Background: an optimization exercise with open tools, aiming at small area. Do not read the settings as production practice.
Only simulation tests tie the RTL to the original design; equivalence was not proved.
The clock input has no modelled driver; a real chip could not lean on it and would need a root buffer or a full tree.
Power and IR drop assume default switching activity.

the previous run:
## sdes12_engine
module sdes12_engine (
    input  wire        clk,
    input  wire        rst,
    input  wire        cmd_valid,
    input  wire [31:0] cmd,
    output wire        cmd_ready,
    output wire [31:0] status,
    output wire [11:0] result
);
Size: ~460 cells after synthesis, ~120 flip-flops, roughly 0.0046 mm² of cells after synthesis.
==> flow/config.mk <==
export PLATFORM = sky130hd
export DESIGN_NAME = sdes12_engine
export DESIGN_NICKNAME = sdes12_engine
export VERILOG_FILES = /design/flow/design.v
export SDC_FILE = /design/flow/constraint.sdc
export NUM_CORES = 4
export LEC_CHECK = 0
export CAP_MARGIN = 20
export CORE_MARGIN = 2
export CORE_UTILIZATION = 70
export SLEW_MARGIN = 20
==> flow/constraint.sdc <==
create_clock -name core_clock -period 10.0 [get_ports {clk}]
set_input_delay 2.0000 -clock core_clock [delete_from_list [all_inputs] [get_ports {clk}]]
set_output_delay 2.0000 -clock core_clock [all_outputs]
set_load 0.01 [all_outputs]
standard.sh (not shown) runs the stock make flow with config.mk's settings and CLKGATE_MAP_FILE= SYNTH_SCRIPT=/design/flow/synth_recipe.tcl, a recipe that flattens the netlist after the stock synthesis.
==> flow/flow/run.sh <==
#!/bin/bash
# Own layout flow: the standard ORFS flow (standard.sh) with these
# layout choices changed:
#  - synthesis: the ABC mapping step uses an area script (flow/area.abc),
#    run once per seed in MY_ABC_SEEDS keeping the smallest result, and no
#    adder extraction; everything else, including the registers, is
#    the standard synthesis (synth_recipe.tcl);
#  - port buffers use the smallest buffer cell (buf_1);
#  - clock tree: a one-level tree of MCTS_GROUPS clkbuf_16 buffers, each
#    driving a placement cluster of flip-flops (flow/manual_cts.tcl),
#    instead of TritonCTS's H-tree;
#  - one tie cell drives all constant outputs (no per-port tie copies);
#  - timing-driven global placement does not keep its trial buffering
#    (GPL_KEEP_OVERFLOW=0); repair_design still fixes real slew/cap limits.
# Every tool's output goes to the ORFS logs under orfs/logs and to
# flow_make.log in the work folder.
set -euo pipefail
W=$(pwd)
F=$W/flow
{ cat "$F/abc_override.tcl"; cat "$W/synth_recipe.tcl"; } > "$W/own_synth.tcl"
export MY_ABC_SCRIPT=$F/area.abc
export MY_ABC_SEEDS="1 2 3 4 5 6 7 8"
export ADDER_MAP_FILE=
export SKIP_REPAIR_TIE_FANOUT=1
export GPL_KEEP_OVERFLOW=0
export BUFFER_PORTS_ARGS="-buffer_cell sky130_fd_sc_hd__buf_1"
export PRE_CTS_TCL=$F/manual_cts.tcl
export MCTS_GROUPS=4 MCTS_BUF=sky130_fd_sc_hd__clkbuf_16 MCTS_CLK=clk MCTS_ROOT=
sed "s#SYNTH_SCRIPT=[^ ]*#SYNTH_SCRIPT=$W/own_synth.tcl#" "$W/standard.sh" > "$W/own_standard.sh"
bash "$W/own_standard.sh" > "$W/flow_make.log" 2>&1
==> flow/flow/area.abc <==
strash
&get -n
&deepsyn -T 60 -S SEED
&nf -R 1000 -p -F 8 -A 4
&put
Other scripts of this flow, unchanged in this note and not shown: flow/flow/abc_override.tcl, flow/flow/manual_cts.tcl
Relative to the previous run, the following input files were edited for the current run:
-- flow/flow/run.sh --
<<< the previous run, line 12
#  - one tie cell drives all constant outputs (no per-port tie copies);
#  - timing-driven global placement does not keep its trial buffering
#    (GPL_KEEP_OVERFLOW=0); repair_design still fixes real slew/cap limits.
>>> the current run, line 12
#  - one tie cell drives all constant outputs (no per-port tie copies).
<<< the previous run, line 22
export MY_ABC_SEEDS="1 2 3 4 5 6 7 8"
>>> the current run, line 20
export MY_ABC_SEEDS="1 2 3 4"
<<< the previous run, line 25
export GPL_KEEP_OVERFLOW=0
>>> the current run, line 23
==> flow/flow/area.abc <==
strash
&get -n
&deepsyn -T 100 -S SEED
&nf -R 1000 -p -F 8 -A 4
&put
==> notes.md <==
- Diff the previous run -> the current run | number of instances in the synthesized netlist | decrease of 1.5%
- Clock power share in the current run is 0.3 points lower than in the previous run
- The current run completed end to end with timing, DRC and antenna clean.
- Design area: lower on the previous run
- The combinational fraction of design power number comes out lower for the previous run vs the current run.
- The ratio of total power to cell area of the current run and that of the previous run are within noise of each other.
- Against the previous run, the current run comes in about 0.5% higher on number of global-route vias before repair.
- Max number of ordinary inverters in the final layout across the previous run and the current run: the previous run
In every run of this note, the design's own scripts or RTL, not TritonCTS, make the clock network.

---

== v22 ==
Starting RTL as in the previous note.
clock: 10.0 ns
lec_check: 0
cap_margin: 20
core_margin: 2
core_utilization: 70
slew_margin: 20
==> flow/flow/run.sh <==
#!/bin/bash
# Own layout flow: the standard ORFS flow (standard.sh) with these
# layout choices changed:
#  - synthesis: the ABC mapping step uses an area script (flow/area.abc),
#    run once per seed in MY_ABC_SEEDS keeping the smallest result, and no
#    adder extraction; everything else, including the registers, is
#    the standard synthesis (synth_recipe.tcl);
#  - port buffers use the smallest buffer cell (buf_1);
#  - clock tree: a one-level tree of MCTS_GROUPS buf_12 buffers, each
#    driving a placement cluster of flip-flops (flow/manual_cts.tcl),
#    instead of TritonCTS's H-tree;
#  - one tie cell drives all constant outputs (no per-port tie copies);
#  - timing-driven global placement does not keep its trial buffering
#    (GPL_KEEP_OVERFLOW=0); repair_design still fixes real slew/cap limits.
# Every tool's output goes to the ORFS logs under orfs/logs and to
# flow_make.log in the work folder.
set -euo pipefail
W=$(pwd)
F=$W/flow
{ cat "$F/abc_override.tcl"; cat "$W/synth_recipe.tcl"; } > "$W/own_synth.tcl"
export MY_ABC_SCRIPT=$F/area.abc
export MY_ABC_SEEDS="1 2 3 4 5 6 7 8"
export ADDER_MAP_FILE=
export SKIP_REPAIR_TIE_FANOUT=1
export GPL_KEEP_OVERFLOW=0
export BUFFER_PORTS_ARGS="-buffer_cell sky130_fd_sc_hd__buf_1"
export PRE_CTS_TCL=$F/manual_cts.tcl
export MCTS_GROUPS=4 MCTS_BUF=sky130_fd_sc_hd__buf_12 MCTS_CLK=clk MCTS_ROOT=
sed "s#SYNTH_SCRIPT=[^ ]*#SYNTH_SCRIPT=$W/own_synth.tcl#" "$W/standard.sh" > "$W/own_standard.sh"
bash "$W/own_standard.sh" > "$W/flow_make.log" 2>&1
==> flow/flow/area.abc <==
strash
&get -n
&deepsyn -T 75 -S SEED
&nf -R 1000 -p -F 8 -A 4
&put
Other scripts of this flow, unchanged in this note and not shown: flow/flow/abc_override.tcl, flow/flow/manual_cts.tcl
### v22 -> v39
-- flow/flow/run.sh --
<<< v22, line 22
export MY_ABC_SEEDS="1 2 3 4 5 6 7 8"
>>> v39, line 22
export MY_ABC_SEEDS="1 2 3 4 5 6 7 8 9 10 11 12 13 14 15 16"
-- flow/flow/area.abc --
<<< v22, line 3
&deepsyn -T 75 -S SEED
>>> v39, line 3
&deepsyn -T 55 -S SEED
Findings:
As far as placed cell area is concerned, v22 and v39 perform about the same. v39 against v22: sequential portion of the cell area stayed essentially flat; synthesis-to-finish area growth fell by 0.33 points.
No run of this note takes its clock network from TritonCTS; it comes from the design's own scripts or RTL.

## what the ideal ports hide
Ports are ideal in the flow. The routed layouts listed here were re-timed in OpenROAD.
Step 1: set_driving_cell puts a clkbuf_16 on clk and a buf_2 on each other input, an assumption about the parent block.
Step 2 times the ports against the registers' clock, not the clock port: input delays grow and output delays shrink by t, the midpoint of the rising clock arrivals with the driver on.
a / b / c = no drivers / after step 1 / after step 2; a / b = the first two.
| run | t, ns | setup slack, ns | worst setup path after step 2 |
|---|---|---|---|
| the previous run | 0.249 | 4.130 / 4.191 / 3.942 | input to register |
| the current run | 0.245 | 4.345 / 4.406 / 4.161 | input to register |
| v22 | 0.228 | 4.637 / 4.704 / 4.475 | input to register |
| v39 | 0.230 | 4.130 / 4.197 / 3.967 | input to register |
After both steps every run listed still meets setup and hold. The setup slack of the previous run, which loses most, moves by +0.061 ns with the drivers and by -0.188 ns with both steps.
